This design comes from an exercise in tuning for small area, a short achievable clock period and few clock cycles on the open sky130 flow, not from production work. Function was checked by simulation only, so behaviour that the tests miss may differ from the original.

<file path="flow/run.sh">
#!/bin/bash
# synth_recipe.tcl (not shown) runs the flow's synth.tcl, then flattens the netlist and writes it again
# the make line also repeats each setting of config.mk as NAME=value (left out here)
make -C /OpenROAD-flow-scripts/flow DESIGN_CONFIG=/design/flow/config.mk WORK_HOME=/design/flow/orfs CLKGATE_MAP_FILE= SYNTH_SCRIPT=/design/flow/synth_recipe.tcl finish
</file>
<file path="flow/design.v">
module fp_unpack (
    input  wire [31:0]        x,
    output wire               s,
    output reg  signed [11:0] e,
    output reg  [23:0]        m,
    output wire               is_zero,
    output wire               is_inf,
    output wire               is_nan
);
    wire [7:0]  expf = x[30:23];
    wire [22:0] frac = x[22:0];
    assign s       = x[31];
    assign is_zero = (expf == 8'd0)   && (frac == 23'd0);
    assign is_inf  = (expf == 8'd255) && (frac == 23'd0);
    assign is_nan  = (expf == 8'd255) && (frac != 23'd0);
    reg [4:0] lz;
    integer i;
    always @* begin
        lz = 5'd0;
        for (i = 0; i <= 22; i = i + 1)
            if (frac[i]) lz = 5'd23 - i[4:0];
    end
    always @* begin
        if (expf == 8'd0) begin
            m = {1'b0, frac} << lz;
            e = -12'sd126 - $signed({7'd0, lz});
        end else begin
            m = {1'b1, frac};
            e = $signed({4'd0, expf}) - 12'sd127;
        end
    end
endmodule
module fp_round (
    input  wire               s,
    input  wire signed [11:0] e,
    input  wire [26:0]        m,
    input  wire               st,
    output reg  [31:0]        r
);
    wire signed [11:0] be = e + 12'sd127;
    wire signed [11:0] sh = 12'sd1 - be;    
    reg [26:0] ms;
    reg        lost;
    reg [7:0]  ef;
    reg        inc;
    reg [30:0] sum;
    always @* begin
        ms   = m;
        lost = 1'b0;
        ef   = be[7:0];
        if (be <= 0) begin
            ef = 8'd0;
            if (sh > 12'sd27) begin
                ms   = 27'd0;
                lost = 1'b1;
            end else begin
                ms   = m >> sh[4:0];
                lost = |(m & ~({27{1'b1}} << sh[4:0]));
            end
        end
        inc = ms[2] & (ms[3] | ms[1] | ms[0] | lost | st);
        sum = {ef, ms[25:3]} + {30'd0, inc};
        if (be >= 12'sd255)
            r = {s, 8'hFF, 23'd0};
        else
            r = {s, sum};
    end
endmodule
module fp_add (
    input  wire        clk,
    input  wire [31:0] a,
    input  wire [31:0] b,
    input  wire        sub,
    output reg  [31:0] r
);
    localparam [31:0] QNAN = 32'h7FC00000;
    wire        as = a[31];
    wire        bs = b[31] ^ sub;
    wire [7:0]  aef = a[30:23], bef = b[30:23];
    wire        an = (aef == 8'hFF) && (a[22:0] != 23'd0);
    wire        bn = (bef == 8'hFF) && (b[22:0] != 23'd0);
    wire        ai = (aef == 8'hFF) && (a[22:0] == 23'd0);
    wire        bi = (bef == 8'hFF) && (b[22:0] == 23'd0);
    wire        az = (a[30:0] == 31'd0);
    wire        bz = (b[30:0] == 31'd0);
    wire        swap = (b[30:0] > a[30:0]);
    wire [7:0]  ae = (aef == 8'd0) ? 8'd1 : aef;
    wire [7:0]  be = (bef == 8'd0) ? 8'd1 : bef;
    wire [23:0] am = {aef != 8'd0, a[22:0]};
    wire [23:0] bm = {bef != 8'd0, b[22:0]};
    wire [7:0]  dab = ae - be;
    wire [7:0]  dba = be - ae;
    wire        xs = swap ? bs : as;
    wire        ys = swap ? as : bs;
    wire [7:0]  xe = swap ? be : ae;
    wire [23:0] xm = swap ? bm : am;
    wire [23:0] ym = swap ? am : bm;
    wire [7:0]  d  = swap ? dba : dab;
    reg  [26:0] ysh;
    reg         ylost;
    always @* begin
        if (d > 8'd26) begin
            ysh   = 27'd0;
            ylost = (ym != 24'd0);
        end else begin
            ysh   = {ym, 3'b000} >> d[4:0];
            ylost = |({ym, 3'b000} & ~({27{1'b1}} << d[4:0]));
        end
        ysh[0] = ysh[0] | ylost;
    end
    wire [1:0] spc = (an || bn || (ai && bi && (as != bs))) ? 2'd1 :
                     (ai || bi) ? 2'd2 : 2'd0;
    wire       isg = ai ? as : bs;
    reg  [1:0]  s1_spc;
    reg         s1_is, s1_zs, s1_xs, s1_sub;
    reg  [7:0]  s1_xe;
    reg  [23:0] s1_xm;
    reg  [26:0] s1_ysh;
    always @(posedge clk) begin
        s1_spc <= spc;
        s1_is  <= isg;
        s1_zs  <= az & bz & as & bs;     
        s1_xs  <= xs;
        s1_sub <= xs ^ ys;
        s1_xe  <= xe;
        s1_xm  <= xm;
        s1_ysh <= ysh;
    end
    wire [27:0] sum = s1_sub ? ({1'b0, s1_xm, 3'b000} - {1'b0, s1_ysh})
                             : ({1'b0, s1_xm, 3'b000} + {1'b0, s1_ysh});
    reg  [4:0]  lz;
    integer     i;
    always @* begin
        lz = 5'd27;
        for (i = 0; i <= 26; i = i + 1)
            if (sum[i]) lz = 5'd26 - i[4:0];
    end
    wire [7:0]  lim = s1_xe - 8'd1;
    wire [4:0]  shl = ({3'b000, lz} > lim) ? lim[4:0] : lz;
    reg  [1:0]  s2_spc;
    reg         s2_is, s2_zs, s2_xs, s2_zero;
    reg  [7:0]  s2_xe;
    reg  [4:0]  s2_shl;
    reg  [27:0] s2_sum;
    always @(posedge clk) begin
        s2_spc  <= s1_spc;
        s2_is   <= s1_is;
        s2_zs   <= s1_zs;
        s2_xs   <= s1_xs;
        s2_xe   <= s1_xe;
        s2_shl  <= shl;
        s2_zero <= (sum == 28'd0);
        s2_sum  <= sum;
    end
    reg  [26:0] nm;
    reg  [8:0]  ne;
    always @* begin
        if (s2_sum[27]) begin
            nm = {s2_sum[27:2], s2_sum[1] | s2_sum[0]};
            ne = {1'b0, s2_xe} + 9'd1;
        end else begin
            nm = s2_sum[26:0] << s2_shl;
            ne = {1'b0, s2_xe} - {4'd0, s2_shl};
        end
    end
    wire        inc = nm[2] & (nm[3] | nm[1] | nm[0]);
    wire [7:0]  ef  = nm[26] ? ne[7:0] : 8'd0;
    wire [30:0] pk  = {ef, nm[25:3]} + {30'd0, inc};
    wire        ovf = nm[26] && (ne >= 9'd255);
    always @(posedge clk) begin
        if (s2_spc == 2'd1)      r <= QNAN;
        else if (s2_spc == 2'd2) r <= {s2_is, 8'hFF, 23'd0};
        else if (s2_zero)        r <= {s2_zs, 31'd0};
        else if (ovf)            r <= {s2_xs, 8'hFF, 23'd0};
        else                     r <= {s2_xs, pk};
    end
endmodule
module fp_k4 (
    input  wire        clk,
    input  wire        rst,
    input  wire        start,
    input  wire [31:0] ta,
    output reg  [31:0] k4,
    output wire        done
);
    localparam [31:0] K_KELVIN = 32'h43889333;
    reg  [31:0] ta_k;
    reg  [3:0]  cnt;           
    wire [31:0] tk;
    fp_add u_tk (.clk(clk), .a(ta_k), .b(K_KELVIN), .sub(1'b0), .r(tk));
    reg  [31:0] k2;
    reg  [47:0] S, C, V;
    wire        ph2 = (cnt >= 4'd9);
    wire [31:0] x   = ph2 ? k2 : tk;
    wire [23:0] M   = {1'b1, x[22:0]};
    wire [3:0]  cnx   = (start && cnt == 4'd0) ? 4'd1 :
                        (cnt == 4'd0 || cnt == 4'd13) ? 4'd0 : cnt + 4'd1;
    reg         first;
    reg  [2:0]  bsel;
    always @(posedge clk) begin
        first <= (cnx == 4'd4) || (cnx == 4'd9);
        bsel  <= {(cnx == 4'd4) || (cnx == 4'd9), (cnx == 4'd5) || (cnx == 4'd10),
                  (cnx == 4'd6) || (cnx == 4'd11)};
    end
    wire [7:0]  byt = ({8{bsel[2]}} & M[23:16]) | ({8{bsel[1]}} & M[15:8]) |
                      ({8{bsel[0]}} & M[7:0]);
    reg  [47:0] rw [0:9];
    reg  [47:0] t0, t1, t2, t3, t4, t5, u0, u1, u2, u3, v0, v1, w0, w1;
    reg  [47:0] Sn, Cn;
    integer     j;
    always @* begin
        for (j = 0; j < 8; j = j + 1)
            rw[j] = byt[j] ? ({24'd0, M} << j) : 48'd0;
        rw[8] = first ? 48'd0 : {S[39:0], 8'd0};
        rw[9] = first ? 48'd0 : {C[39:0], 8'd0};
        t0 = rw[0] ^ rw[1] ^ rw[2];  t1 = ((rw[0] & rw[1]) | (rw[0] & rw[2]) | (rw[1] & rw[2])) << 1;
        t2 = rw[3] ^ rw[4] ^ rw[5];  t3 = ((rw[3] & rw[4]) | (rw[3] & rw[5]) | (rw[4] & rw[5])) << 1;
        t4 = rw[6] ^ rw[7] ^ rw[8];  t5 = ((rw[6] & rw[7]) | (rw[6] & rw[8]) | (rw[7] & rw[8])) << 1;
        u0 = t0 ^ t1 ^ t2;  u1 = ((t0 & t1) | (t0 & t2) | (t1 & t2)) << 1;
        u2 = t3 ^ t4 ^ t5;  u3 = ((t3 & t4) | (t3 & t5) | (t4 & t5)) << 1;
        v0 = u0 ^ u1 ^ u2;  v1 = ((u0 & u1) | (u0 & u2) | (u1 & u2)) << 1;
        w0 = v0 ^ v1 ^ u3;  w1 = ((v0 & v1) | (v0 & u3) | (v1 & u3)) << 1;
        Sn = w0 ^ w1 ^ rw[9];  Cn = ((w0 & w1) | (w0 & rw[9]) | (w1 & rw[9])) << 1;
    end
    wire        xn = (x[30:23] == 8'hFF) && (x[22:0] != 23'd0);
    wire        xi = (x[30:0] == 31'h7F800000);
    wire        xz = (x[30:23] == 8'd0);
    wire [23:0] pm = V[47] ? V[47:24] : V[46:23];
    wire        pg = V[47] ? V[23] : V[22];
    wire        ps = V[47] ? (V[22:0] != 23'd0) : (V[21:0] != 22'd0);
    wire signed [10:0] pe = $signed({2'b00, x[30:23], 1'b0}) - 11'sd127 + $signed({10'd0, V[47]});
    wire        pinc = pg & (ps | pm[0]);
    wire [30:0] ppk  = {pe[7:0], pm[22:0]} + {30'd0, pinc};
    reg  [31:0] sq;
    always @* begin
        if (xn)                  sq = 32'h7FC00000;
        else if (xi)             sq = 32'h7F800000;
        else if (xz)             sq = 32'h00000000;
        else if (pe >= 11'sd255) sq = 32'h7F800000;
        else if (pe <= 11'sd0)   sq = 32'h00000000;
        else                     sq = {1'b0, ppk};
    end
    always @* k4 = sq;
    assign done = (cnt == 4'd13);
    always @(posedge clk) begin
        S <= Sn;
        C <= Cn;
        V <= S + C;
    end
    always @(posedge clk) begin
        if (rst) begin
            cnt <= 4'd0;
        end else if (start && cnt == 4'd0) begin
            ta_k <= ta;
            cnt  <= 4'd1;
        end else if (cnt != 4'd0) begin
            cnt <= (cnt == 4'd13) ? 4'd0 : cnt + 4'd1;
            if (cnt == 4'd8) k2 <= sq;
        end
    end
endmodule
module fp_mul100 (
    input  wire        clk,
    input  wire [31:0] w,
    output reg  [31:0] v
);
    wire [23:0] m  = {1'b1, w[22:0]};
    wire [28:0] p  = {1'b0, m, 4'd0} + {2'b00, m, 3'd0} + {5'd0, m};
    wire        wn = (w[30:23] == 8'hFF) && (w[22:0] != 23'd0);
    wire        wi = (w[30:0] == 31'h7F800000);
    wire        wz = (w[30:23] == 8'd0);
    reg  [28:0] s1_p;
    reg  [7:0]  s1_f;
    reg         s1_s;
    reg  [1:0]  s1_c;    
    always @(posedge clk) begin
        s1_p <= p;
        s1_f <= w[30:23];
        s1_s <= w[31];
        s1_c <= wn ? 2'd1 : wi ? 2'd2 : wz ? 2'd3 : 2'd0;
    end
    wire [23:0] nm  = s1_p[28] ? s1_p[28:5] : s1_p[27:4];
    wire        g   = s1_p[28] ? s1_p[4] : s1_p[3];
    wire        st  = s1_p[28] ? (s1_p[3:0] != 4'd0) : (s1_p[2:0] != 3'd0);
    wire [9:0]  ef  = {2'b00, s1_f} + (s1_p[28] ? 10'd7 : 10'd6);
    wire        inc = g & (st | nm[0]);
    wire [30:0] pk  = {ef[7:0], nm[22:0]} + {30'd0, inc};
    always @(posedge clk) begin
        case (s1_c)
            2'd1:    v <= 32'h7FC00000;
            2'd2:    v <= {s1_s, 8'hFF, 23'd0};
            2'd3:    v <= {s1_s, 31'd0};
            default: v <= (ef >= 10'd255) ? {s1_s, 8'hFF, 23'd0} : {s1_s, pk};
        endcase
    end
endmodule
module fp_div (
    input  wire        clk,
    input  wire [31:0] a,
    input  wire [31:0] b,
    output reg  [31:0] r
);
    localparam [31:0] QNAN = 32'h7FC00000;
    localparam [1:0]  C_NUM = 2'd0, C_NAN = 2'd1, C_INF = 2'd2, C_ZERO = 2'd3;
    function [24:0] dstep(input [23:0] rem, input [23:0] d);
        reg [24:0] t;
        begin
            t = {rem, 1'b0} - {1'b0, d};
            dstep = t[24] ? {1'b0, rem[22:0], 1'b0} : {1'b1, t[23:0]};
        end
    endfunction
    wire               as, bs;
    wire signed [11:0] ae, be;
    wire [23:0]        am, bm;
    wire               az, ai, an, bz, bi, bn;
    fp_unpack ua (.x(a), .s(as), .e(ae), .m(am), .is_zero(az), .is_inf(ai), .is_nan(an));
    fp_unpack ub (.x(b), .s(bs), .e(be), .m(bm), .is_zero(bz), .is_inf(bi), .is_nan(bn));
    wire [24:0] t0   = {1'b0, am} - {1'b0, bm};
    wire        ge   = ~t0[24];
    wire [24:0] t0b  = {am, 1'b0} - {1'b0, bm};
    wire [23:0] rem0 = ge ? t0[23:0] : t0b[23:0];
    reg  [23:0]        dr_rem [0:12];
    reg  [22:0]        dr_d   [0:12];
    reg  [23:0]        dr_q   [0:12];
    reg  signed [9:0]  dr_e   [0:12];
    reg                dr_s   [0:12];
    reg  [1:0]         dr_c   [0:12];
    always @(posedge clk) begin
        dr_rem[0] <= rem0;
        dr_d[0]   <= bm[22:0];
        dr_q[0]   <= 24'd0;
        dr_e[0]   <= ge ? ae[9:0] - be[9:0] : ae[9:0] - be[9:0] - 10'sd1;
        dr_s[0]   <= as ^ bs;
        dr_c[0]   <= (an || bn || (az && bz) || (ai && bi)) ? C_NAN :
                     (ai || bz) ? C_INF : (az || bi) ? C_ZERO : C_NUM;
    end
    genvar k;
    generate
        for (k = 1; k <= 12; k = k + 1) begin : g_d
            wire [23:0] dd = {1'b1, dr_d[k-1]};
            wire [24:0] sa = dstep(dr_rem[k-1], dd);
            wire [24:0] sb = dstep(sa[23:0], dd);
            always @(posedge clk) begin
                dr_rem[k] <= sb[23:0];
                dr_d[k]   <= (k == 12) ? 23'd0 : dr_d[k-1];
                dr_q[k]   <= {dr_q[k-1][21:0], sa[24], sb[24]};
                dr_e[k]   <= dr_e[k-1];
                dr_s[k]   <= dr_s[k-1];
                dr_c[k]   <= dr_c[k-1];
            end
        end
    endgenerate
    wire d12_st = (dr_rem[12] != 24'd0);
    wire [31:0] rr;
    fp_round rnd (.s(dr_s[12]), .e({{2{dr_e[12][9]}}, dr_e[12]}), .m({1'b1, dr_q[12], 2'b00}),
                  .st(d12_st), .r(rr));
    always @(posedge clk) begin
        case (dr_c[12])
            C_NAN:   r <= QNAN;
            C_INF:   r <= {dr_s[12], 8'hFF, 23'd0};
            C_ZERO:  r <= {dr_s[12], 31'd0};
            default: r <= rr;
        endcase
    end
endmodule
module fp_sqrt #(parameter NORM = 1) (
    input  wire        clk,
    input  wire [31:0] a,
    output reg  [31:0] r
);
    localparam [31:0] QNAN = 32'h7FC00000;
    localparam [1:0]  C_NUM = 2'd0, C_NAN = 2'd1, C_ZERO = 2'd2, C_INF = 2'd3;
    wire               us;
    wire signed [11:0] ue;
    wire [23:0]        um;
    wire               uz, ui, un;
    generate
        if (NORM) begin : g_norm
            fp_unpack ua (.x(a), .s(us), .e(ue), .m(um), .is_zero(uz), .is_inf(ui), .is_nan(un));
        end else begin : g_raw
            assign us = a[31];
            assign ue = $signed({4'd0, a[30:23]}) - 12'sd127;
            assign um = {1'b1, a[22:0]};
            assign uz = (a[30:0] == 31'd0);
            assign ui = (a[30:0] == 31'h7F800000);
            assign un = (a[30:23] == 8'hFF) && (a[22:0] != 23'd0);
        end
    endgenerate
    wire [1:0] uc = (un || (us && !uz)) ? C_NAN : uz ? C_ZERO : ui ? C_INF : C_NUM;
    wire               x_s = us;
    wire signed [11:0] x_e = ue;
    wire [22:0]        x_m = um[22:0];
    wire [1:0]         x_c = uc;
    wire [25:0] x_R  = x_e[0] ? {1'b1, x_m, 2'b00} : {2'b01, x_m, 1'b0};
    wire [7:0]  x_ef = x_e[8:1] + 8'd127;    
    reg [26:0] sr_rem  [0:9];
    reg [24:0] sr_root [0:9];
    reg [25:0] sr_R    [0:9];
    reg [7:0]  sr_ef   [0:9];
    reg        sr_s    [0:9];
    reg [1:0]  sr_c    [0:9];
    function [52:0] sstep(input [26:0] rem, input [24:0] root, input [1:0] pr, input integer j);
        reg [27:0] rs, tr, df;
        reg [27:0] mk;
        reg        g;
        begin
            mk = (28'd1 << (j + 2)) - 28'd1;
            rs = ({rem, pr}) & mk;
            tr = ({root, 2'b01}) & mk;
            df = rs - tr;
            g  = (rs >= tr);
            rs = g ? df : rs;
            mk = (28'd1 << (j + 1)) - 28'd1;
            rs = rs & mk;
            sstep = {g, rs[26:0], root[23:0], g};
        end
    endfunction
    function [1:0] pairof(input [25:0] R, input integer j);
        begin
            if (j <= 13) pairof = R[27 - 2*j -: 2];
            else         pairof = 2'b00;
        end
    endfunction
    wire [52:0] z2 = sstep({25'd0, x_R[25:24] - 2'd1}, 25'd1, x_R[23:22], 2);
    wire [52:0] z3 = sstep(z2[51:25], z2[24:0], x_R[21:20], 3);
    always @(posedge clk) begin
        sr_rem[0]  <= z3[51:25];
        sr_root[0] <= z3[24:0];
        sr_R[0]    <= x_R & 26'h00FFFFF;
        sr_ef[0]   <= x_ef;
        sr_s[0]    <= x_s;
        sr_c[0]    <= x_c;
    end
    genvar n;
    generate
        for (n = 1; n <= 9; n = n + 1) begin : g_s
            localparam integer F  = (n <= 3) ? 3*n + 1 : 13 + 2*(n-4);
            localparam integer NS = (n <= 3) ? 3 : 2;
            localparam integer LS = F + NS - 1;            
            reg [26:0] rm;
            reg [24:0] rt;
            reg [52:0] z;
            integer    jj;
            always @* begin
                rm = sr_rem[n-1];
                rt = sr_root[n-1];
                for (jj = 0; jj < NS; jj = jj + 1) begin
                    z  = sstep(rm, rt, pairof(sr_R[n-1], F + jj), F + jj);
                    rm = z[51:25];
                    rt = z[24:0];
                end
            end
            always @(posedge clk) begin
                sr_rem[n]  <= rm;
                sr_root[n] <= rt;
                sr_R[n]    <= (LS >= 13) ? 26'd0 : (sr_R[n-1] & ((26'd1 << (26 - 2*LS)) - 26'd1));
                sr_ef[n]   <= sr_ef[n-1];
                sr_s[n]    <= sr_s[n-1];
                sr_c[n]    <= sr_c[n-1];
            end
        end
    endgenerate
    wire [26:0] rs25 = {sr_rem[9][24:0], 2'b00};
    wire [26:0] tr25 = {sr_root[9][23:0], 2'b01};
    wire [24:0] Q    = {sr_root[9][23:0], rs25 >= tr25};
    wire [30:0] pk   = {sr_ef[9], Q[23:1]} + {30'd0, Q[0]};
    always @(posedge clk) begin
        case (sr_c[9])
            C_NAN:   r <= QNAN;
            C_ZERO:  r <= {sr_s[9], 31'd0};
            C_INF:   r <= 32'h7F800000;
            default: r <= {1'b0, pk};
        endcase
    end
endmodule
module fp_enc (
    input  wire [31:0] v,
    output reg  [15:0] k,
    output reg         clamped
);
    wire               s   = v[31];
    wire [7:0]         ef  = v[30:23];
    wire               nan = (ef == 8'hFF) && (v[22:0] != 23'd0);
    wire               inf = (ef == 8'hFF) && (v[22:0] == 23'd0);
    wire signed [9:0]  e   = $signed({2'b00, ef}) - 10'sd127;
    wire [23:0]        m   = {1'b1, v[22:0]};
    wire [9:0]  shr  = 10'sd22 - e;
    wire [23:0] half = m >> shr[4:0];           
    wire [17:0] h1   = {1'b0, half[16:0]} + 18'd1;
    wire [16:0] mag  = h1[17:1];
    always @* begin
        if (nan) begin
            k = 16'd0;     clamped = 1'b1;
        end else if (inf) begin
            k = s ? 16'd0 : 16'hFFFF;  clamped = 1'b1;
        end else if (ef == 8'd0 || e < -10'sd1) begin
            k = 16'd0;     clamped = 1'b0;
        end else if (e > 10'sd15) begin
            k = s ? 16'd0 : 16'hFFFF;  clamped = 1'b1;
        end else if (s) begin
            k = 16'd0;     clamped = (mag != 17'd0);
        end else if (mag[16]) begin
            k = 16'hFFFF;  clamped = 1'b1;
        end else begin
            k = mag[15:0]; clamped = 1'b0;
        end
    end
endmodule
module pix_tobj (
    input  wire        clk,
    input  wire        rst,
    input  wire        in_valid,
    output wire        in_ready,
    input  wire [31:0] ta,
    input  wire [31:0] vir,
    input  wire [31:0] alpha,
    output reg         out_valid,
    output wire [31:0] out_to,
    output reg  [15:0] out_enc,
    output reg         out_clamped
);
    localparam [31:0] K_KELVIN = 32'h43889333;    
    localparam integer L_DIV = 14, L_ADD = 3, L_SQ1 = 11, L_SQ2 = 11, L_M100 = 2;
    localparam integer L_TOT = L_DIV + L_ADD + L_SQ1 + L_SQ2 + L_ADD + L_ADD + L_M100 + 1;
    localparam integer L_TO  = L_ADD + L_M100 + 1;    
    localparam [4:0]   SW_MIN = 5'd16;                 
    reg         rdy;
    reg         in_v, in_new;
    reg  [31:0] vir_r, al_r;
    reg  [31:0] lt_ta;
    reg         lt_valid;
    reg         cur;
    reg  [4:0]  since_sw;
    reg  [31:0] slot0, slot1;
    reg         ktgt;
    assign in_ready = rdy;
    wire accept    = in_valid && rdy;
    wire newta     = !lt_valid || (ta != lt_ta);
    wire can_start = (since_sw >= SW_MIN);
    wire kst_in    = accept && newta && can_start;       
    wire kst_hold  = in_v && in_new && can_start;         
    wire kstart    = kst_in || kst_hold;
    wire adv       = in_v && (!in_new || can_start);
    wire [31:0] k4_val;
    wire        k4_done;
    fp_k4 u_k4 (.clk(clk), .rst(rst), .start(kstart), .ta(kst_in ? ta : lt_ta), .k4(k4_val), .done(k4_done));
    always @(posedge clk) begin
        if (rst) begin
            rdy      <= 1'b1;
            in_v     <= 1'b0;
            lt_valid <= 1'b0;
            since_sw <= 5'd31;
            cur      <= 1'b0;
            ktgt     <= 1'b0;
        end else begin
            if (kstart) begin
                cur      <= ~cur;
                ktgt     <= ~cur;
                since_sw <= 5'd0;
            end else if (since_sw != 5'd31)
                since_sw <= since_sw + 5'd1;
            if (accept) begin
                in_v     <= 1'b1;
                in_new   <= newta && !can_start;
                lt_ta    <= ta;
                lt_valid <= 1'b1;
                rdy      <= !(newta && !can_start);
            end else begin
                if (adv) in_v <= 1'b0;
                rdy <= !(in_v && in_new && !can_start);
            end
        end
    end
    always @(posedge clk)
        if (rdy) begin
            vir_r <= vir;
            al_r  <= alpha;
        end
    always @(posedge clk)
        if (k4_done) begin
            if (ktgt) slot1 <= k4_val;
            else      slot0 <= k4_val;
        end
    reg [L_TOT-1:0] vch;
    reg [L_DIV-1:0] tch;
    always @(posedge clk) begin
        if (rst) vch <= {L_TOT{1'b0}};
        else     vch <= {vch[L_TOT-2:0], adv};
        tch <= {tch[L_DIV-2:0], kst_hold ? ~cur : cur};
    end
    wire [31:0] y, r, s1, s2, to, w, v;
    fp_div  u_div (.clk(clk), .a(vir_r), .b(al_r), .r(y));
    wire [31:0] k4 = tch[L_DIV-1] ? slot1 : slot0;
    fp_add  u_r   (.clk(clk), .a(y), .b(k4), .sub(1'b0), .r(r));
    fp_sqrt #(.NORM(1)) u_s1 (.clk(clk), .a(r),  .r(s1));
    fp_sqrt #(.NORM(0)) u_s2 (.clk(clk), .a(s1), .r(s2));
    fp_add  u_to  (.clk(clk), .a(s2), .b(K_KELVIN), .sub(1'b1), .r(to));
    fp_add  u_w   (.clk(clk), .a(to), .b(K_KELVIN), .sub(1'b0), .r(w));
    fp_mul100 u_v (.clk(clk), .w(w), .v(v));
    wire [15:0] enc_k;
    wire        enc_c;
    fp_enc u_enc (.v(v), .k(enc_k), .clamped(enc_c));
    reg [31:0] toch [0:L_TO-1];
    integer i;
    always @(posedge clk) begin
        toch[0] <= to;
        for (i = 1; i < L_TO; i = i + 1) toch[i] <= toch[i-1];
        out_enc     <= enc_k;
        out_clamped <= enc_c;
    end
    assign out_to = toch[L_TO-1];
    always @* out_valid = vch[L_TOT-1];
endmodule
</file>
<file path="flow/constraint.sdc">
create_clock -name core_clock -period 20.0 [get_ports {clk}]
set_input_delay 4.0000 -clock core_clock [delete_from_list [all_inputs] [get_ports {clk}]]
set_output_delay 4.0000 -clock core_clock [all_outputs]
set_load 0.01 [all_outputs]
</file>
<file path="flow/config.mk">
export PLATFORM = sky130hd
export DESIGN_NAME = pix_tobj
export DESIGN_NICKNAME = pix_tobj
export VERILOG_FILES = /design/flow/design.v
export SDC_FILE = /design/flow/constraint.sdc
export NUM_CORES = 4
export LEC_CHECK = 0
export ABC_AREA = 1
export CAP_MARGIN = 60
export CORE_MARGIN = 2
export CORE_UTILIZATION = 55
export CTS_BUF_LIST = sky130_fd_sc_hd__clkbuf_8
export PLACE_DENSITY = 0.7
export SLEW_MARGIN = 80
</file>
==> qor.log, run 1 <==
INFO  status         status=no timing/DRC/antenna violations
INFO  placed_design  portbufs=149
INFO  global_routing top_usage_layer=met2
INFO  synthesis      synth.top_cell.area_share=0.3174
INFO  timing         fin_worst_hold_slack=0.2859ns
INFO  min_path       worstHoldStart=u_div.dr_e[2][6]
INFO  clock_tree     cts_hold_buffers=0
INFO  detailed_routing wire_per_inst=15.22µm
INFO  critical_path  critPathCaptureType=flop
INFO  critical_path  timing.critical_path.required=21.02ns
INFO  placed_design  globalplace.congestion=0.9422
INFO  synthesis      synth_largest_area_cell=sky130_fd_sc_hd__dfxtp_1
INFO  placed_design  dp_hpwl=354.6mm
INFO  clock_tree     cts.root.buffer_cell=sky130_fd_sc_hd__clkbuf_8
INFO  synthesis      synth_cell_type_count=104
INFO  global_routing grt.met2_usage=0.4653
INFO  critical_path  slowest_stage_delay_cp=0.38ns
INFO  clock_tree     cts_buffers=533
INFO  timing         timing.fmax=0.1415GHz
INFO  timing         hold_violations=0
INFO  layout         layoutNonFillerInstCount=29710
INFO  timing         fin_ws=12.93ns
INFO  clock_tree     cts.clk_slew.worst_paths=0.06ns
INFO  timing         timing.setup.tns=0ns
INFO  detailed_routing remaining_number_of_nets_flagged_by_the_antenna_check_after_routing=0
INFO  critical_path  timing.critical_path.max_delay_family=compound AO/OA/AOI/OAI gates
INFO  critical_path  crit_path_start=u_s1.sr_root[7][1]
INFO  clock_tree     cts.path.max_buffers=4
INFO  global_routing first_global_vias=153200
INFO  synthesis      avgSynthCellArea=7.536µm²
INFO  clock_tree     cts_tree=built
INFO  floorplan      floorplan.initialDensity=0.5535
INFO  critical_path  crit_arrival=8.09ns
INFO  detailed_routing vias_per_cell=5.302
INFO  layout         drive_gt1_frac=0.1065
INFO  placed_design  detailedPlace.worstSlack=12.81ns
INFO  global_routing wire_length_of_the_first_global_routing_pass=741.7mm
INFO  clock_tree     clock_latency=1.22ns
INFO  synthesis      yosysSeqAreaShare=0.3534
INFO  floorplan      floorplan.rows=212
INFO  clock_tree     number_of_h_tree_branching_levels=6
INFO  global_routing grt_util_met3=0.03416
INFO  floorplan      dieArea=341000µm²
INFO  synthesis      asyncSetResetFlopFracSynth=0
INFO  critical_path  r2r-start=u_s1.sr_root[7][1]
INFO  min_path       hold_path_class=flop to flop
INFO  timing         report.final.setup_viol=0
INFO  synthesis      synth-seq-cells=3155
INFO  critical_path  cp_num_buf_inv=5
INFO  global_routing gr-usage-all-layers=0.2584
INFO  clock_tree     cts.sinks=3155
INFO  floorplan      floorplan.die.height=584.0µm
INFO  synthesis      yosys-top-cells-area=sky130_fd_sc_hd__dfxtp_1 (32%), sky130_fd_sc_hd__ha_1 (11%), sky130_fd_sc_hd__nand2_1 (10%)
INFO  timing         grt_setup_unrepaired=no
INFO  critical_path  worst_path_most_repeated_cell=sky130_fd_sc_hd__a21oi_1
INFO  synthesis      synth.cell_area=185000µm²
INFO  floorplan      chipWidth=584.0µm
INFO  timing         period_share=0.3533
INFO  critical_path  cell_type_of_the_slowest_stage_on_the_worst_timing_path=sky130_fd_sc_hd__dfxtp_1
INFO  timing         maxSlewViolCount=0
INFO  global_routing grt_start_max_net_pins=48
INFO  synthesis      yosys.cell_count.top_type=sky130_fd_sc_hd__nand2_1
INFO  detailed_routing post-route-drc-count=0
INFO  placed_design  placed_cells=28720
INFO  clock_tree     post-cts-setup-buffers=0
INFO  detailed_routing vias_post_dr=157500
INFO  floorplan      core_region_area=334200µm²
INFO  detailed_routing initial_drt_markers=9331
INFO  synthesis      yosys_warnings=36
INFO  layout         fin_nets=26910
INFO  global_routing use_met1=0.3116
INFO  flow_run       max-cap-violations=0
INFO  synthesis      synth_top_flop_cell=sky130_fd_sc_hd__dfxtp_1
INFO  critical_path  worstPathMaxFanout=35
INFO  synthesis      synthTopCellsByCount=sky130_fd_sc_hd__nand2_1 (5008), sky130_fd_sc_hd__inv_1 (3469), sky130_fd_sc_hd__dfxtp_1 (2933)
INFO  critical_path  start_kind=flop
INFO  global_routing grt_antenna_before_repair=19
INFO  detailed_routing postRouteWirelength=452.1mm
INFO  detailed_routing drt-pass1-iter-count=9
INFO  floorplan      io-pin-count=150
INFO  timing         timing.final.crit_period=7.066ns
INFO  synthesis      synth_edf_count=222
INFO  critical_path  worst-setup-path-type=flop to flop
INFO  timing         clock_skew=0.09960ns
INFO  global_routing gr-total-overflow=0
INFO  synthesis      syn_inst=24550
INFO  layout         flow.area_growth_from_synthesis=14.41%
INFO  clock_tree     postCtsResizedCells=0
layout by cell type, fill, tap and decap left out, types with 120 or more instances in the layout:
| master | synthesis | final |
|---|---|---|
| sky130_fd_sc_hd__ha_1 | 1666 | 1641 |
| sky130_fd_sc_hd__clkdlybuf4s50_1 | 0 | 185 |
| sky130_fd_sc_hd__xnor2_1 | 532 | 518 |
| sky130_fd_sc_hd__nor3_1 | 227 | 161 |
| sky130_fd_sc_hd__or2_2 | 120 | 120 |
| sky130_fd_sc_hd__nand2_1 | 5008 | 4930 |
| sky130_fd_sc_hd__o21ai_2 | 32 | 250 |
| sky130_fd_sc_hd__nand3_1 | 867 | 850 |
| sky130_fd_sc_hd__dfxtp_1 | 2933 | 2870 |
| sky130_fd_sc_hd__fa_1 | 239 | 239 |
| sky130_fd_sc_hd__nand4_1 | 192 | 192 |
| sky130_fd_sc_hd__clkbuf_8 | 2 | 666 |
| sky130_fd_sc_hd__inv_1 | 3469 | 3503 |
| sky130_fd_sc_hd__o21ai_0 | 2237 | 1263 |
| sky130_fd_sc_hd__o21bai_1 | 170 | 158 |
| sky130_fd_sc_hd__o21ai_1 | 292 | 961 |
| sky130_fd_sc_hd__a21oi_1 | 1826 | 1760 |
| sky130_fd_sc_hd__edfxtp_1 | 222 | 222 |
| sky130_fd_sc_hd__nor2_1 | 1687 | 1603 |
| sky130_fd_sc_hd__xor2_1 | 817 | 759 |
worst reg2reg max path, delay by kind of cell, from the launching register on:
kind / cells / cell delay (ns)
AOI/OAI and AO/OA: 24 / 4.15
adders and majority gates: 2 / 0.59
buffers and inverters: 5 / 0.60
DFF: 1 / 0.38
and+or+nand+nor: 12 / 1.26
stage by stage:
step	utilization	area [µm²]
floorplan	-	185000
global placement	0.5686	190000
detailed placement	0.5910	197500
CTS	0.6253	209000
global route	0.6333	211700
finish	0.6333	211700
cell type report:
cell class	count	area [µm²]
Sequential cell	3155	65500
Multi-Input combinational cell	17200	110900
Clock inverter	293	2524
Timing Repair Buffer	460	4601
Fill cell	29410	122600
Tap cell	4387	5489
Inverter	3555	13690
Antenna cell	4	10.01
Clock buffer	649	8932
sequential cells by signal (all words and copies together), names as in the netlist, 40 cells and up:
| signal | flops |
|---|---|
| u_s2.sr_ef | 80 |
| u_div.dr_rem | 312 |
| toch | 192 |
| u_s1.sr_ef | 80 |
| u_div.dr_e | 130 |
| u_s2.sr_R | 40 |
| u_s2.sr_root | 134 |
| u_s2.sr_rem | 148 |
| u_k4.C | 42 |
| u_k4.S | 48 |
| u_s1.sr_R | 40 |
| u_div.dr_q | 156 |
| u_s1.sr_root | 134 |
| u_div.dr_d | 276 |
| u_s1.sr_rem | 148 |
| vch | 48 |
| u_k4.V | 48 |
path summary, 6_finish.rpt:
kind,end,slack (ns),cells past startpoint
setup / recovery,u_s1.sr_rem[8][4],12.93,43
hold / removal,u_div.dr_e[3][6],0.29,0
setup reg to reg,u_s1.sr_rem[8][4],12.93,43
hold reg to reg,u_div.dr_e[3][6],0.29,0
kinds of logic (layout without fill, tap and decap cells):
logic type / count (synthesis) / after routing / synth area share
adders and majority gates: 1905 / 1905 / 0.1385
other: 1 / 10 / 0.00002027
and+or+nand+nor: 8452 / 8452 / 0.1902
xor gates and xnor gates: 1354 / 1354 / 0.06430
buffers and inverters: 4198 / 4957 / 0.08755
muxes: 93 / 93 / 0.005167
DFF: 3155 / 3155 / 0.3534
AOI/OAI and AO/OA: 5393 / 5393 / 0.1609
per-layer routing:
metal	up-vias	wire length [µm]
met2	3362	221000
li1	81270	-
met3	1011	20030
met4	28	16690
met1	71820	194200
met5	-	194
Testbench counts, summed over its fixed seeds: cycles 2,432.
==> inputs of run 2 (changes only) <==
--- a/flow/design.v
+++ b/flow/design.v
@@ -270,27 +270,16 @@
     wire        wi = (w[30:0] == 31'h7F800000);
     wire        wz = (w[30:23] == 8'd0);
-    reg  [28:0] s1_p;
-    reg  [7:0]  s1_f;
-    reg         s1_s;
-    reg  [1:0]  s1_c;    
-    always @(posedge clk) begin
-        s1_p <= p;
-        s1_f <= w[30:23];
-        s1_s <= w[31];
-        s1_c <= wn ? 2'd1 : wi ? 2'd2 : wz ? 2'd3 : 2'd0;
-    end
-    wire [23:0] nm  = s1_p[28] ? s1_p[28:5] : s1_p[27:4];
-    wire        g   = s1_p[28] ? s1_p[4] : s1_p[3];
-    wire        st  = s1_p[28] ? (s1_p[3:0] != 4'd0) : (s1_p[2:0] != 3'd0);
-    wire [9:0]  ef  = {2'b00, s1_f} + (s1_p[28] ? 10'd7 : 10'd6);
+    wire [23:0] nm  = p[28] ? p[28:5] : p[27:4];
+    wire        g   = p[28] ? p[4] : p[3];
+    wire        st  = p[28] ? (p[3:0] != 4'd0) : (p[2:0] != 3'd0);
+    wire [9:0]  ef  = {2'b00, w[30:23]} + (p[28] ? 10'd7 : 10'd6);
     wire        inc = g & (st | nm[0]);
     wire [30:0] pk  = {ef[7:0], nm[22:0]} + {30'd0, inc};
     always @(posedge clk) begin
-        case (s1_c)
-            2'd1:    v <= 32'h7FC00000;
-            2'd2:    v <= {s1_s, 8'hFF, 23'd0};
-            2'd3:    v <= {s1_s, 31'd0};
-            default: v <= (ef >= 10'd255) ? {s1_s, 8'hFF, 23'd0} : {s1_s, pk};
-        endcase
+        if (wn)                  v <= 32'h7FC00000;
+        else if (wi)             v <= {w[31], 8'hFF, 23'd0};
+        else if (wz)             v <= {w[31], 31'd0};
+        else if (ef >= 10'd255)  v <= {w[31], 8'hFF, 23'd0};
+        else                     v <= {w[31], pk};
     end
 endmodule
@@ -521,5 +510,5 @@
 );
     localparam [31:0] K_KELVIN = 32'h43889333;    
-    localparam integer L_DIV = 14, L_ADD = 3, L_SQ1 = 11, L_SQ2 = 11, L_M100 = 2;
+    localparam integer L_DIV = 14, L_ADD = 3, L_SQ1 = 11, L_SQ2 = 11, L_M100 = 1;
     localparam integer L_TOT = L_DIV + L_ADD + L_SQ1 + L_SQ2 + L_ADD + L_ADD + L_M100 + 1;
     localparam integer L_TO  = L_ADD + L_M100 + 1;    
==> qor.log, run 2 <==
INFO  floorplan      floorplan.initialDensity=0.5516 [-0.001948]
INFO  layout         registers.top_by_ff_count=u_div.dr_rem
INFO  placed_design  dp_hpwl=361.2mm [+1.9%]
INFO  layout         most-common-layout-cells=sky130_fd_sc_hd__nand2_1 (4856), sky130_fd_sc_hd__inv_1 (3556), sky130_fd_sc_hd__dfxtp_1 (2805)
INFO  layout         fill_cells=29270 [-0.50%]
INFO  clock_tree     cts_buffers=524 [-1.7%]
INFO  critical_path  start_kind=flop
INFO  layout         sequential_cell_area=64020µm² [-2.3%]
INFO  layout         flow.area_growth_from_synthesis=14.50% [about the same]
INFO  critical_path  cell_type_of_the_slowest_stage_on_the_worst_timing_path=sky130_fd_sc_hd__clkdlybuf4s50_1
INFO  detailed_routing vias_per_cell=5.329 [+0.52%]
INFO  layout         cell_area_after_layout=210300µm² [-0.67%]
INFO  synthesis      synth.cell_area=183600µm² [-0.75%]
INFO  synthesis      syn_inst=24560 [+0.024%]
INFO  critical_path  critPathCaptureType=flop
INFO  detailed_routing wire_per_inst=15.65µm [+2.8%]
INFO  global_routing use_met1=0.3488 [+0.03715]
INFO  global_routing grt.met2_usage=0.4547 [-0.01060]
INFO  clock_tree     cts_tree=built
INFO  synthesis      synth_cell_type_count=98 [-5.8%]
INFO  min_path       worstHoldStart=toch[1][31]
INFO  timing         report.final.setup_viol=0 [unchanged]
INFO  critical_path  r2r_slack=12.67ns [-0.27 ns]
INFO  timing         hold_violations=0 [unchanged]
INFO  clock_tree     cts.clk_slew.worst_paths=0.06ns [about the same]
INFO  placed_design  globalplace.congestion=0.9489 [+0.71%]
INFO  critical_path  worstPathMaxFanout=32 [-8.6%]
INFO  detailed_routing remaining_number_of_nets_flagged_by_the_antenna_check_after_routing=0 [unchanged]
INFO  global_routing wire_length_of_the_first_global_routing_pass=757.0mm [+2.1%]
INFO  clock_tree     number_of_h_tree_branching_levels=6 [unchanged]
INFO  clock_tree     cts.path.max_buffers=4 [unchanged]
INFO  clock_tree     cts.sinks=3082 [-2.3%]
INFO  timing         grt_setup_unrepaired=no
INFO  clock_tree     postCtsResizedCells=0 [unchanged]
INFO  min_path       worst_hold_path.num_cells=0 [unchanged]
INFO  critical_path  worst-setup-path-type=flop to flop
INFO  synthesis      synth_top_flop_cell=sky130_fd_sc_hd__dfxtp_1
INFO  global_routing gr-usage-all-layers=0.2662 [+0.007734]
INFO  synthesis      synthTopCellsByCount=sky130_fd_sc_hd__nand2_1 (4897), sky130_fd_sc_hd__inv_1 (3544), sky130_fd_sc_hd__dfxtp_1 (2860)
INFO  global_routing gr-total-overflow=0 [unchanged]
INFO  clock_tree     post-cts-setup-buffers=0 [unchanged]
INFO  layout         largest_register_ff_count=312 [unchanged]
INFO  timing         period_share=0.3666 [+0.01335]
INFO  floorplan      floorplan.rows=212 [unchanged]
INFO  floorplan      core_region_area=332900µm² [-0.40%]
INFO  synthesis      yosys.cell_count.top_type=sky130_fd_sc_hd__nand2_1
INFO  critical_path  r2r-start=u_div.dr_e[12][0]
INFO  detailed_routing initial_drt_markers=10600 [+14%]
INFO  global_routing top_usage_layer=met2
INFO  global_routing grt_start_max_net_pins=52 [+8.3%]
INFO  detailed_routing postRouteWirelength=465.2mm [+2.9%]
INFO  layout         multiInputGateArea=110100µm² [-0.71%]
INFO  detailed_routing drt-pass1-iter-count=6 [-3]
INFO  clock_tree     cts.root.buffer_cell=sky130_fd_sc_hd__clkbuf_8
INFO  global_routing grt_antenna_before_repair=2 [-17]
INFO  clock_tree     clock_latency=1.21ns [about the same]
INFO  timing         timing.fmax=0.1364GHz [-3.6%]
INFO  placed_design  portbufs=149 [unchanged]
INFO  detailed_routing vias_post_dr=158400 [+0.59%]
INFO  floorplan      floorplan.die.height=581.8µm [-0.37%]
INFO  layout         layout_top_registers=u_div.dr_rem: 312 flops, u_div.dr_d: 276 flops, toch: 160 flops
INFO  clock_tree     cts_hold_buffers=0 [unchanged]
INFO  timing         fin_worst_hold_slack=0.3013ns [+0.01547 ns]
INFO  synthesis      avgSynthCellArea=7.477µm² [-0.77%]
INFO  synthesis      yosysSeqAreaShare=0.3481 [-0.005298]
INFO  timing         maxSlewViolCount=0 [unchanged]
INFO  layout         drive_gt1_frac=0.1036 [-0.002907]
INFO  timing         timing.final.crit_period=7.333ns [+0.2670 ns]
INFO  floorplan      dieArea=338500µm² [-0.74%]
INFO  synthesis      synth.top_cell.area_share=0.3118 [-0.005569]
INFO  synthesis      synth_edf_count=222 [unchanged]
INFO  floorplan      chipWidth=581.8µm [-0.37%]
INFO  critical_path  capture_instance_of_the_worst_register_to_register_path=u_div.r[28]
INFO  timing         timing.setup.tns=0ns [unchanged]
INFO  critical_path  timing.critical_path.required=21.08ns [+0.06 ns]
INFO  layout         fin_nets=26930 [+0.056%]
INFO  layout         post-route-util=0.6316 [-0.001728]
INFO  detailed_routing post-route-drc-count=0 [unchanged]
INFO  synthesis      synth-seq-cells=3082 [-2.3%]
INFO  placed_design  placed_cell_area=195600µm² [-0.98%]
INFO  global_routing first_global_vias=151500 [-1.1%]
INFO  min_path       hold_path_class=flop to flop
INFO  floorplan      io-pin-count=150 [unchanged]
INFO  timing         clock_skew=0.07931ns [-0.02029 ns]
INFO  synthesis      synth_largest_area_cell=sky130_fd_sc_hd__dfxtp_1
INFO  critical_path  crit_arrival=8.41ns [+0.32 ns]
INFO  synthesis      asyncSetResetFlopFracSynth=0 [unchanged]
INFO  flow_run       max-cap-violations=0 [unchanged]
INFO  synthesis      yosys_warnings=36 [unchanged]
INFO  layout         layout.cells.most_common=sky130_fd_sc_hd__nand2_1
INFO  global_routing grt_util_met3=0.03086 [-0.003297]
INFO  min_path       whs_endpoint=toch[2][31]
INFO  critical_path  worst-r2r-cell-count=36 [-16%]
INFO  synthesis      yosys-top-cells-area=sky130_fd_sc_hd__dfxtp_1 (31%), sky130_fd_sc_hd__ha_1 (11%), sky130_fd_sc_hd__nand2_1 (10%)
INFO  status         status=no timing/DRC/antenna violations
INFO  critical_path  slowest_stage_delay_cp=0.55ns [+0.17 ns]
-- run 2: worst max path at each step --
stage | from | to | slack, ns | cells past startpoint
after global placement | u_s1.sr_root[7][2] | u_s1.sr_rem[8][14] | 11.58 | 45
final | u_div.dr_e[12][0] | u_div.r[28] | 12.67 | 36
after detailed placement | u_s1.sr_root[7][1] | u_s1.sr_rem[8][20] | 12.56 | 46
after CTS | u_s1.sr_root[7][2] | u_s1.sr_rem[8][17] | 12.52 | 45
after floorplan | rst | u_k4.k2[0] | 12.28 | 2
after global routing | u_s1.sr_root[5][6] | u_s1.sr_rem[6][3] | 11.92 | 43
-- run 2: cell families (layout without fill, tap and decap cells) --
group / Yosys count / after routing / synth area share
xor gates and xnor gates: 1344 / 1344 / 0.06419
adders and majority gates: 1897 / 1897 / 0.1389
and+or+nand+nor: 8498 / 8498 / 0.1926
DFF: 3082 / 3082 / 0.3481
AOI/OAI and AO/OA: 5353 / 5353 / 0.1610
buffers and inverters: 4277 / 5055 / 0.08934
other: 1 / 8 / 0.00002042
muxes: 105 / 105 / 0.005867
-- run 2: final cells by class --
type,instances,area share
antenna,2,0.00002380
clock buffer,635,0.04157
clock inverter,300,0.01429
inverter,3634,0.06650
multi-input combinational,17200,0.5238
sequential,3082,0.3045
tap,4387,0.02611
timing repair buffer,486,0.02324
-- run 2: metal layers --
layer  routed length [µm]  share of wire
met5                    0              0
met2               217300           0.47
met3                22530          0.048
met4                14690          0.032
met1               210700           0.45
-- run 2: critical path: cells and delay by family, from the launching register on --
kind | cells | cell delay (ns)
buf+inv | 14 | 3.28
compound gates | 8 | 1.49
fa+ha+maj | 4 | 1.09
simple gates | 10 | 0.95
flops | 1 | 0.35
-- run 2: metrics by stage --
step           setup slack [ns]  std cells
2_1_floorplan             12.28      24560
3_3_place_gp              11.58      28550
3_5_place_dp              12.56      28740
4_1_cts                   12.52      29670
5_1_grt                   11.92      29730
6_report                  12.67      29730
Testbench counts of run 2, summed over its fixed seeds: cycles 2,424.
==> inputs of run 3 (changes only) <==
--- a/flow/design.v
+++ b/flow/design.v
@@ -292,9 +292,29 @@
     localparam [31:0] QNAN = 32'h7FC00000;
     localparam [1:0]  C_NUM = 2'd0, C_NAN = 2'd1, C_INF = 2'd2, C_ZERO = 2'd3;
+    function [28:0] psub(input [27:0] a, input [27:0] b);
+        reg [27:0] g, p, G, P;
+        integer    l, i;
+        begin
+            g = a & ~b;
+            p = a ^ ~b;
+            G = g;
+            P = p;
+            G[0] = g[0] | p[0];           
+            for (l = 0; l < 5; l = l + 1)
+                for (i = 27; i >= 0; i = i - 1)
+                    if (((i >> l) & 1) == 1) begin
+                        G[i] = G[i] | (P[i] & G[((i >> l) << l) - 1]);
+                        P[i] = P[i] & P[((i >> l) << l) - 1];
+                    end
+            psub[0] = ~p[0];
+            for (i = 1; i < 28; i = i + 1) psub[i] = p[i] ^ G[i-1];
+            psub[28] = G[27];
+        end
+    endfunction
     function [24:0] dstep(input [23:0] rem, input [23:0] d);
-        reg [24:0] t;
+        reg [28:0] t;
         begin
-            t = {rem, 1'b0} - {1'b0, d};
-            dstep = t[24] ? {1'b0, rem[22:0], 1'b0} : {1'b1, t[23:0]};
+            t = psub({3'b000, rem, 1'b0}, {4'b0000, d});
+            dstep = t[28] ? {1'b1, t[23:0]} : {1'b0, rem[22:0], 1'b0};
         end
     endfunction
@@ -389,4 +409,24 @@
     reg        sr_s    [0:9];
     reg [1:0]  sr_c    [0:9];
+    function [28:0] psub(input [27:0] a, input [27:0] b);
+        reg [27:0] g, p, G, P;
+        integer    l, i;
+        begin
+            g = a & ~b;
+            p = a ^ ~b;
+            G = g;
+            P = p;
+            G[0] = g[0] | p[0];           
+            for (l = 0; l < 5; l = l + 1)
+                for (i = 27; i >= 0; i = i - 1)
+                    if (((i >> l) & 1) == 1) begin
+                        G[i] = G[i] | (P[i] & G[((i >> l) << l) - 1]);
+                        P[i] = P[i] & P[((i >> l) << l) - 1];
+                    end
+            psub[0] = ~p[0];
+            for (i = 1; i < 28; i = i + 1) psub[i] = p[i] ^ G[i-1];
+            psub[28] = G[27];
+        end
+    endfunction
     function [52:0] sstep(input [26:0] rem, input [24:0] root, input [1:0] pr, input integer j);
         reg [27:0] rs, tr, df;
@@ -397,6 +437,5 @@
             rs = ({rem, pr}) & mk;
             tr = ({root, 2'b01}) & mk;
-            df = rs - tr;
-            g  = (rs >= tr);
+            {g, df} = psub(rs, tr);
             rs = g ? df : rs;
             mk = (28'd1 << (j + 1)) - 28'd1;
==> qor.log, run 3 <==
INFO  placed_design  dp_hpwl=341.0mm [-5.6%]
INFO  global_routing grt_antenna_before_repair=4 [+2]
INFO  critical_path  setup.worst_path.end=u_s1.sr_rem[7][15]
INFO  detailed_routing dr.max_layer_used=met5
INFO  synthesis      synth_cell_type_count=104 [+6.1%]
INFO  critical_path  worst-r2r-cell-count=54 [+50%]
INFO  status         status=no timing/DRC/antenna violations
INFO  synthesis      synth-seq-cells=3082 [unchanged]
INFO  layout         post-route-util=0.6305 [-0.001109]
INFO  layout         flow.area_growth_from_synthesis=14.02%
INFO  synthesis      avgSynthCellArea=7.590µm² [+1.5%]
INFO  layout         layout.cells.most_common=sky130_fd_sc_hd__nand2_1
INFO  critical_path  crit_path_start=u_s1.sr_rem[6][0]
INFO  timing         timing.fmax=0.1375GHz [+0.84%]
INFO  clock_tree     number_of_h_tree_branching_levels=6 [unchanged]
INFO  detailed_routing initial_drt_markers=10220 [-3.6%]
INFO  floorplan      chipWidth=577.9µm [-0.67%]
INFO  floorplan      core_region_area=327700µm² [-1.6%]
INFO  synthesis      yosys-top-cells-area=sky130_fd_sc_hd__dfxtp_1 (32%), sky130_fd_sc_hd__ha_1 (11%), sky130_fd_sc_hd__nand2_1 (11%)
INFO  timing         grt_setup_unrepaired=no
INFO  synthesis      syn_inst=23870 [-2.8%]
INFO  critical_path  timing.critical_path.max_delay_family=compound AO/OA/AOI/OAI gates
INFO  floorplan      floorplan.die.height=577.9µm [-0.67%]
INFO  detailed_routing met2RoutedLength=208.9mm [-3.9%]
INFO  layout         registers.top_by_ff_count=u_div.dr_rem
INFO  detailed_routing detailroute.wirelength.met3=20.54mm [-8.8%]
INFO  synthesis      yosys_warnings=36 [unchanged]
INFO  critical_path  start_kind=flop
INFO  clock_tree     cts_hold_buffers=0 [unchanged]
INFO  layout         largest_register_ff_count=312 [unchanged]
INFO  timing         timing.setup.tns=0ns [unchanged]
INFO  detailed_routing wirelength_met1=193.8mm [-8.0%]
INFO  clock_tree     clock_latency=1.18ns [-0.03 ns]
INFO  floorplan      floorplan.rows=210 [-0.94%]
INFO  critical_path  worstPathMaxFanout=26 [-19%]
INFO  min_path       worst_hold_path.num_cells=0 [unchanged]
INFO  critical_path  capture_instance_of_the_worst_register_to_register_path=u_s1.sr_rem[7][15]
INFO  critical_path  cp_num_buf_inv=6 [-8]
INFO  clock_tree     postCtsResizedCells=0 [unchanged]
INFO  detailed_routing vias_post_dr=151800 [-4.2%]
INFO  layout         most-common-layout-cells=sky130_fd_sc_hd__nand2_1 (5361), sky130_fd_sc_hd__inv_1 (3748), sky130_fd_sc_hd__dfxtp_1 (2813)
INFO  global_routing gr-usage-all-layers=0.2561 [-0.01004]
INFO  floorplan      dieArea=334000µm² [-1.3%]
INFO  clock_tree     cts.root.buffer_cell=sky130_fd_sc_hd__clkbuf_8
INFO  placed_design  portbufs=149 [unchanged]
INFO  layout         fill_cells=28610 [-2.2%]
INFO  global_routing gr-total-overflow=0 [unchanged]
INFO  critical_path  r2r_slack=12.73ns [+0.06 ns]
INFO  detailed_routing postRouteWirelength=437.7mm [-5.9%]
INFO  timing         hold_violations=0 [unchanged]
INFO  critical_path  cell_type_of_the_slowest_stage_on_the_worst_timing_path=sky130_fd_sc_hd__fa_1
INFO  layout         layout_top_registers=u_div.dr_rem: 312 flops, u_div.dr_d: 276 flops, toch: 160 flops
INFO  timing         maxSlewViolCount=0 [unchanged]
INFO  synthesis      asyncSetResetFlopFracSynth=0 [unchanged]
INFO  placed_design  placed_cell_area=193300µm² [-1.2%]
INFO  critical_path  worst_path_most_repeated_cell=sky130_fd_sc_hd__nand2_1
INFO  detailed_routing remaining_number_of_nets_flagged_by_the_antenna_check_after_routing=0 [unchanged]
INFO  critical_path  r2r-start=u_s1.sr_rem[6][0]
INFO  clock_tree     post-cts-setup-buffers=0 [unchanged]
INFO  global_routing wire_length_of_the_first_global_routing_pass=718.4mm [-5.1%]
INFO  layout         cell_area_after_layout=206600µm² [-1.7%]
INFO  clock_tree     cts.path.max_buffers=4 [unchanged]
INFO  detailed_routing post-route-drc-count=0 [unchanged]
INFO  critical_path  crit_arrival=8.35ns [-0.06 ns]
INFO  detailed_routing vias_per_cell=5.243 [-1.6%]
INFO  detailed_routing wire_per_inst=15.12µm [-3.4%]
INFO  critical_path  critical_path_depth=54 [+50%]
INFO  placed_design  globalplace.congestion=0.9535 [+0.48%]
INFO  global_routing first_global_vias=146600 [-3.3%]
INFO  critical_path  critPathCaptureType=flop
INFO  clock_tree     cts.clk_slew.worst_paths=0.06ns [about the same]
INFO  synthesis      synth.cell_area=181200µm² [-1.3%]
INFO  critical_path  slowest_stage_delay_cp=0.41ns [-0.14 ns]
INFO  synthesis      synth_largest_area_cell=sky130_fd_sc_hd__dfxtp_1
INFO  critical_path  timing.critical_path.required=21.08ns [about the same]
INFO  floorplan      floorplan.initialDensity=0.5529 [+0.001349]
INFO  clock_tree     cts_buffers=518 [-1.1%]
INFO  synthesis      yosysSeqAreaShare=0.3528 [+0.004707]
INFO  timing         clock_skew=0.06289ns [-0.01643 ns]
INFO  global_routing grt_start_max_net_pins=49 [-5.8%]
INFO  critical_path  worst-setup-path-type=flop to flop
INFO  flow_run       max-cap-violations=0 [unchanged]
INFO  synthesis      synth_edf_count=222 [unchanged]
INFO  floorplan      io-pin-count=150 [unchanged]
INFO  layout         drive_gt1_frac=0.1042 [+0.0005691]
INFO  clock_tree     cts_tree=built
INFO  synthesis      yosys.cell_count.top_type=sky130_fd_sc_hd__nand2_1
INFO  detailed_routing drt-pass1-iter-count=7 [+1]
INFO  synthesis      synth_top_flop_cell=sky130_fd_sc_hd__dfxtp_1
INFO  timing         timing.final.crit_period=7.272ns [-0.06080 ns]
INFO  layout         fin_nets=26360 [-2.1%]
INFO  synthesis      synth.top_cell.area_share=0.3160 [+0.004216]
INFO  min_path       hold_path_class=flop to flop
INFO  timing         report.final.setup_viol=0 [unchanged]
INFO  timing         period_share=0.3636 [-0.003040]
INFO  synthesis      synthTopCellsByCount=sky130_fd_sc_hd__nand2_1 (5430), sky130_fd_sc_hd__inv_1 (3703), sky130_fd_sc_hd__dfxtp_1 (2860)
INFO  clock_tree     cts.sinks=3082 [unchanged]
-- run 3: layer usage --
| layer | up-vias | GRT usage |
|---|---|---|
| met5 | - | 0 |
| met4 | 4 | 0.08857 |
| met3 | 992 | 0.02985 |
| met2 | 3656 | 0.4476 |
| met1 | 69520 | 0.3261 |
| li1 | 77620 | - |
-- run 3: final cells by class --
type / instances / area (µm²) / share of cell area
Inverter: 3795 / 14560 / 0.07049
Timing Repair Buffer: 488 / 4604 / 0.02229
Sequential cell: 3082 / 64000 / 0.3098
Multi-Input combinational cell: 16330 / 107100 / 0.5185
Clock buffer: 609 / 8382 / 0.04057
Clock inverter: 296 / 2464 / 0.01193
Antenna cell: 10 / 25.02 / 0.0001211
Tap cell: 4346 / 5438 / 0.02632
-- run 3: worst min path at each step --
stage	start	end	slack [ns]
after floorplan	tch[9]	tch[10]	0.31
after global placement	u_s2.sr_ef[3][2]	u_s2.sr_ef[4][2]	0.31
after detailed placement	u_div.dr_q[11][10]	u_div.dr_q[12][12]	0.31
after CTS	u_s2.sr_c[5][1]	u_s2.sr_c[6][1]	0.30
after global routing	u_s1.sr_R[1][3]	u_s1.sr_R[2][3]	0.30
final	u_div.dr_e[7][7]	u_div.dr_e[8][7]	0.30
-- run 3: cells by family after synthesis --
kind of cell / after synthesis / synth area share
muxes: 92 / 0.005145
AOI/OAI and AO/OA: 4320 / 0.1336
xor gates and xnor gates: 1108 / 0.05400
adders and majority gates: 2047 / 0.1585
buffers and inverters: 4467 / 0.09542
and+or+nand+nor: 8754 / 0.2005
DFF: 3082 / 0.3528
other: 1 / 0.00002070
-- run 3: worst reg2reg max path: cells and delay by family (launching register included) --
| family | cells | cell delay (ns) |
|---|---|---|
| DFF | 1 | 0.36 |
| AOI/OAI and AO/OA | 16 | 2.77 |
| buffers and inverters | 6 | 0.70 |
| and+or+nand+nor | 29 | 2.48 |
| adders and majority gates | 3 | 0.86 |
-- run 3: through the flow --
stage | std cells | worst slack [ns] | hold WS (ns)
2_1_floorplan | 23880 | 12.28 | 0.3096
3_3_place_gp | 27800 | 11.86 | 0.3096
3_5_place_dp | 28000 | 12.68 | 0.3120
4_1_cts | 28910 | 12.67 | 0.2995
5_1_grt | 28950 | 11.83 | 0.3039
6_report | 28950 | 12.73 | 0.2959
Testbench counts of run 3, summed over its fixed seeds: cycles 2,424.

## afterwards: timing with drivers on the ports
The results above use ideal ports. As a check the final layouts listed here were re-extracted and re-timed, cells and wires unchanged. Step 1, drivers: a clkbuf_16 drives clk and a buf_2 each remaining input, both assumed. Step 2 times the ports against the registers' clock, not the clock port: input delays grow and output delays shrink by t, the midpoint of the rising clock arrivals with the driver on. a / b / c = ideal / step 1 / step 2; a / b = the first two.
run | shift t [ns] | slack for setup (ns) | worst setup path at the end
run 1 | 1.266 | 12.934 / 12.934 / 12.772 | input to register
run 2 | 1.278 | 12.667 / 12.667 / 12.667 | register to register
run 3 | 1.268 | 12.728 / 12.728 / 12.728 | register to register
After both steps setup and hold are still met in every run listed. The setup slack of run 1, which loses most, moves by 0.000 ns with the drivers and by -0.162 ns with both steps.
